Context: an optimization exercise on an open-source flow, tuned for small area, a short achievable clock period and few clock cycles per item. The choices shown serve that exercise and are no tape-out recipe.

main:
==> flow/design.v <==
module csum_unit #(
    parameter [15:0] RXB         = 16'h4000,
    parameter [15:0] TXB         = 16'h8000,
    parameter [15:0] RXBUF_SIZE  = 16'd1536,
    parameter [15:0] TXBUF_SIZE  = 16'd1536
) (
    input  wire        clk,
    input  wire        rst,           
    input  wire        cmd_valid,
    output wire        cmd_ready,
    input  wire [31:0] cmd_seed,
    input  wire [15:0] cmd_addr,
    input  wire [15:0] cmd_len,
    output wire        mem_req,
    input  wire        mem_gnt,
    output wire [13:0] mem_waddr,
    input  wire [31:0] mem_rdata,
    output wire        rsp_valid,
    output wire        rsp_err,
    output wire [15:0] rsp_sum
);
    reg        idle;       
    reg        busy;       
    reg        chk;        
    reg        chk2;       
    reg        reqv;       
    reg        first;      
    reg        dvalid;     
    reg        dfirst;     
    reg        dlast;      
    reg        rlast;      
    reg        f1;         
    reg        f2;         
    reg        wq;         
    reg        rspv;
    reg        err;        
    reg        rerr;       
    reg        pre_ok;     
    reg [1:0]  a_lo;       
    reg [10:0] l;          
    reg [10:0] w;          
    reg [31:0] r;          
    reg [15:0] acc_lo;
    reg [15:0] acc_hi;
    reg [1:0]  cy;         
    wire [11:0] ta = {1'b0, w[8:0], a_lo};
    wire [11:0] tb = {1'b0, l};
    wire [12:0] t  = {1'b0, ~(ta ^ tb)} + {(ta | tb), 1'b0};
    wire        ok = pre_ok && (!t[12] || (!t[11] && !(t[10] && t[9])));
    wire        zero = (l == 11'd0);
    wire        none = chk && zero;
    wire gnt      = reqv && mem_gnt;
    wire single   = (l[10:3] == 8'd0) && ({1'b0, l[2:0]} + {2'b00, a_lo} <= 4'd4);
    wire last_now = chk ? single : (w[8:0] == l[10:2]);
    wire accept   = !busy && cmd_valid;
    reg [10:0] w_all;      
    integer k;
    always @(*) begin
        w_all[0] = 1'b1;
        for (k = 1; k < 11; k = k + 1)
            w_all[k] = w_all[k-1] & w[k-1];
    end
    wire [10:0] w_n = w ^ (w_all & {11{gnt}});
    wire [3:0] m_lo = dfirst ? (4'b1111 << a_lo) : 4'b1111;
    wire [3:0] m_hi = dlast  ? (4'b1111 >> (2'd3 - l[1:0])) : 4'b1111;
    wire [3:0] m    = {4{dvalid && !err}} & m_lo & m_hi;
    wire [3:0] ms   = m & {4{!a_lo[0]}};                      
    wire [3:0] mx   = {m[2], m[3], m[0], m[1]} & {4{a_lo[0]}};  
    wire [31:0] rd  = mem_rdata;
    wire [31:0] rdx = {rd[23:16], rd[31:24], rd[7:0], rd[15:8]};
    wire [15:0] hi_n = acc_hi + {14'd0, cy};
    wire        inj  = rlast || (chk && zero);
    wire [31:0] r_n  = (rd  & {{8{ms[3]}}, {8{ms[2]}}, {8{ms[1]}}, {8{ms[0]}}}) |
                       (rdx & {{8{mx[3]}}, {8{mx[2]}}, {8{mx[1]}}, {8{mx[0]}}}) |
                       ({6'd0, lo_n[17:16], 8'd0, hi_n[7:0], hi_n[15:8]} & {32{inj}});
    wire [15:0] w0   = {r[7:0], r[15:8]};
    wire [15:0] w1   = {r[23:16], r[31:24]};
    wire [15:0] cs_s = acc_lo ^ w0 ^ w1;
    wire [15:0] cs_c = (acc_lo & w0) | (acc_lo & w1) | (w0 & w1);
    wire [17:0] lo_n = {2'd0, cs_s} + {1'd0, cs_c, f2 && (cy[1] || (cy[0] && !wq))};
    wire [15:0] fh   = {r[7:0], r[15:8]};
    wire        fwr  = ((fh == 16'hffff) && (r[25:24] != 2'd0)) ||
                       ((fh == 16'hfffe) && r[25]);
    wire        nc   = (acc_lo[15:12] != 4'hf) && (fh[15:11] == 5'd0);
    always @(posedge clk) begin
        r      <= r_n;
        dfirst <= first;
        dlast  <= last_now;
        acc_hi <= !busy ? cmd_seed[31:16] : hi_n;
        cy     <= !busy ? 2'd0 : lo_n[17:16];
        if (!busy)
            acc_lo <= cmd_seed[15:0];
        else if (chk2 && err)
            acc_lo <= 16'd0;
        else
            acc_lo <= lo_n[15:0];
        if (!busy) begin
            pre_ok <= ((cmd_addr[15:11] == 5'b01000) || (cmd_addr[15:11] == 5'b10000)) &&
                      (cmd_len[15:11] == 5'd0);
            a_lo   <= cmd_addr[1:0];
        end
        if (!busy)
            l <= cmd_len[10:0];
        else if (chk)
            l <= t[10:0];
        w <= !busy ? {!cmd_addr[15], cmd_addr[15], cmd_addr[10:2]} : w_n;
        if (chk)
            err <= !ok;
        rerr <= chk2 && err;
        wq <= fwr;
    end
    always @(posedge clk) begin
        if (rst) begin
            idle   <= 1'b1;
            busy   <= 1'b0;
            chk    <= 1'b0;
            chk2   <= 1'b0;
            reqv   <= 1'b0;
            dvalid <= 1'b0;
            rlast  <= 1'b0;
            f1     <= 1'b0;
            f2     <= 1'b0;
            rspv   <= 1'b0;
        end else begin
            chk    <= accept;
            chk2   <= chk;
            dvalid <= gnt && !none;
            rlast  <= dvalid && dlast && !err;
            f1     <= rlast || (chk && zero);
            f2     <= f1 && !err && !nc;
            rspv   <= (f1 && nc) || f2 || (chk2 && err);
            if (accept) begin
                idle  <= 1'b0;
                busy  <= 1'b1;
                reqv  <= 1'b1;
                first <= 1'b1;
            end
            if (rspv) begin
                idle <= 1'b1;
                busy <= 1'b0;
            end
            if (gnt) begin
                first <= 1'b0;
                if (last_now)
                    reqv <= 1'b0;
            end
            if (none || (chk2 && err))
                reqv <= 1'b0;
        end
    end
    assign cmd_ready = idle;
    assign mem_req   = reqv;
    assign mem_waddr = {w[9], w[10], 3'b000, w[8:0]};
    assign rsp_valid = rspv;
    assign rsp_err   = rerr;
    assign rsp_sum   = acc_lo;
endmodule
Settings: LEC_CHECK=0, CAP_MARGIN=20, CORE_MARGIN=2, CORE_UTILIZATION=40, SLEW_MARGIN=20; clock period 10.0 ns.
standard.sh (not shown) runs the stock make flow with config.mk's settings and CLKGATE_MAP_FILE= SYNTH_SCRIPT=/design/flow/synth_recipe.tcl, a recipe that flattens the netlist after the stock synthesis.
==> flow/flow/run.sh <==
#!/bin/bash
export BUFFER_PORTS_ARGS="-buffer_cell sky130_fd_sc_hd__buf_1"
export SETUP_SLACK_MARGIN=7.0
bash standard.sh > standard.log 2>&1
## Diff of input files: the feature branch against main
==> flow/flow/run.sh <==
#!/bin/bash
export BUFFER_PORTS_ARGS="-buffer_cell sky130_fd_sc_hd__buf_1"
export SETUP_SLACK_MARGIN=7.15
bash standard.sh > standard.log 2>&1
Notes after the runs:
Taking main as the reference, in the feature branch routed via count did not really move, cell count went up.
Looking at wire length per cell after detailed routing, the feature branch sits 1.7% below main.
A destination of the critical timing path of rsp_sum[0] is what main shows, while mem_waddr[2] belongs to the feature branch.
The feature branch finished end to end and its layout was clean on timing, DRC and antenna.
Relative to main, core utilization has increased by 2.3 points in the feature branch.
| first-pass GRT wire length | the feature branch vs main | worse |
No functional check of the RTL was part of any run of this note.

-- afterwards: timing with drivers on the ports --
How much do the figures lean on ideal ports? The routed layouts below were timed once more, with nothing changed but the port constraints. Step 1 sets driving cells, clkbuf_16 on the clock port and buf_2 on the other inputs (assumed; they add their load-dependent delay and slew). Step 2 moves the port delays by t, midway between the first and last clock arrival at a register: inputs arrive t later, outputs are due t later. That takes back most of the time a late clock gives input paths. Three values: ideal ports, drivers, drivers and shift; two values: the first two.
run | t, ns | setup WS [ns] | worst setup path after step 2 | clock arrival spread, ns | worst data-port slew with drivers (ns)
main | 0.396 | 7.047 / 7.005 / 6.797 | input to register | 0.008 / 0.008 | 0.05
the feature branch | 0.389 | 7.171 / 7.133 / 6.868 | input to register | 0.009 / 0.009 | 0.05
After both steps setup and hold are still met in every run listed. The setup slack of the feature branch, which loses most, moves by -0.038 ns with the drivers and by -0.303 ns with both steps.
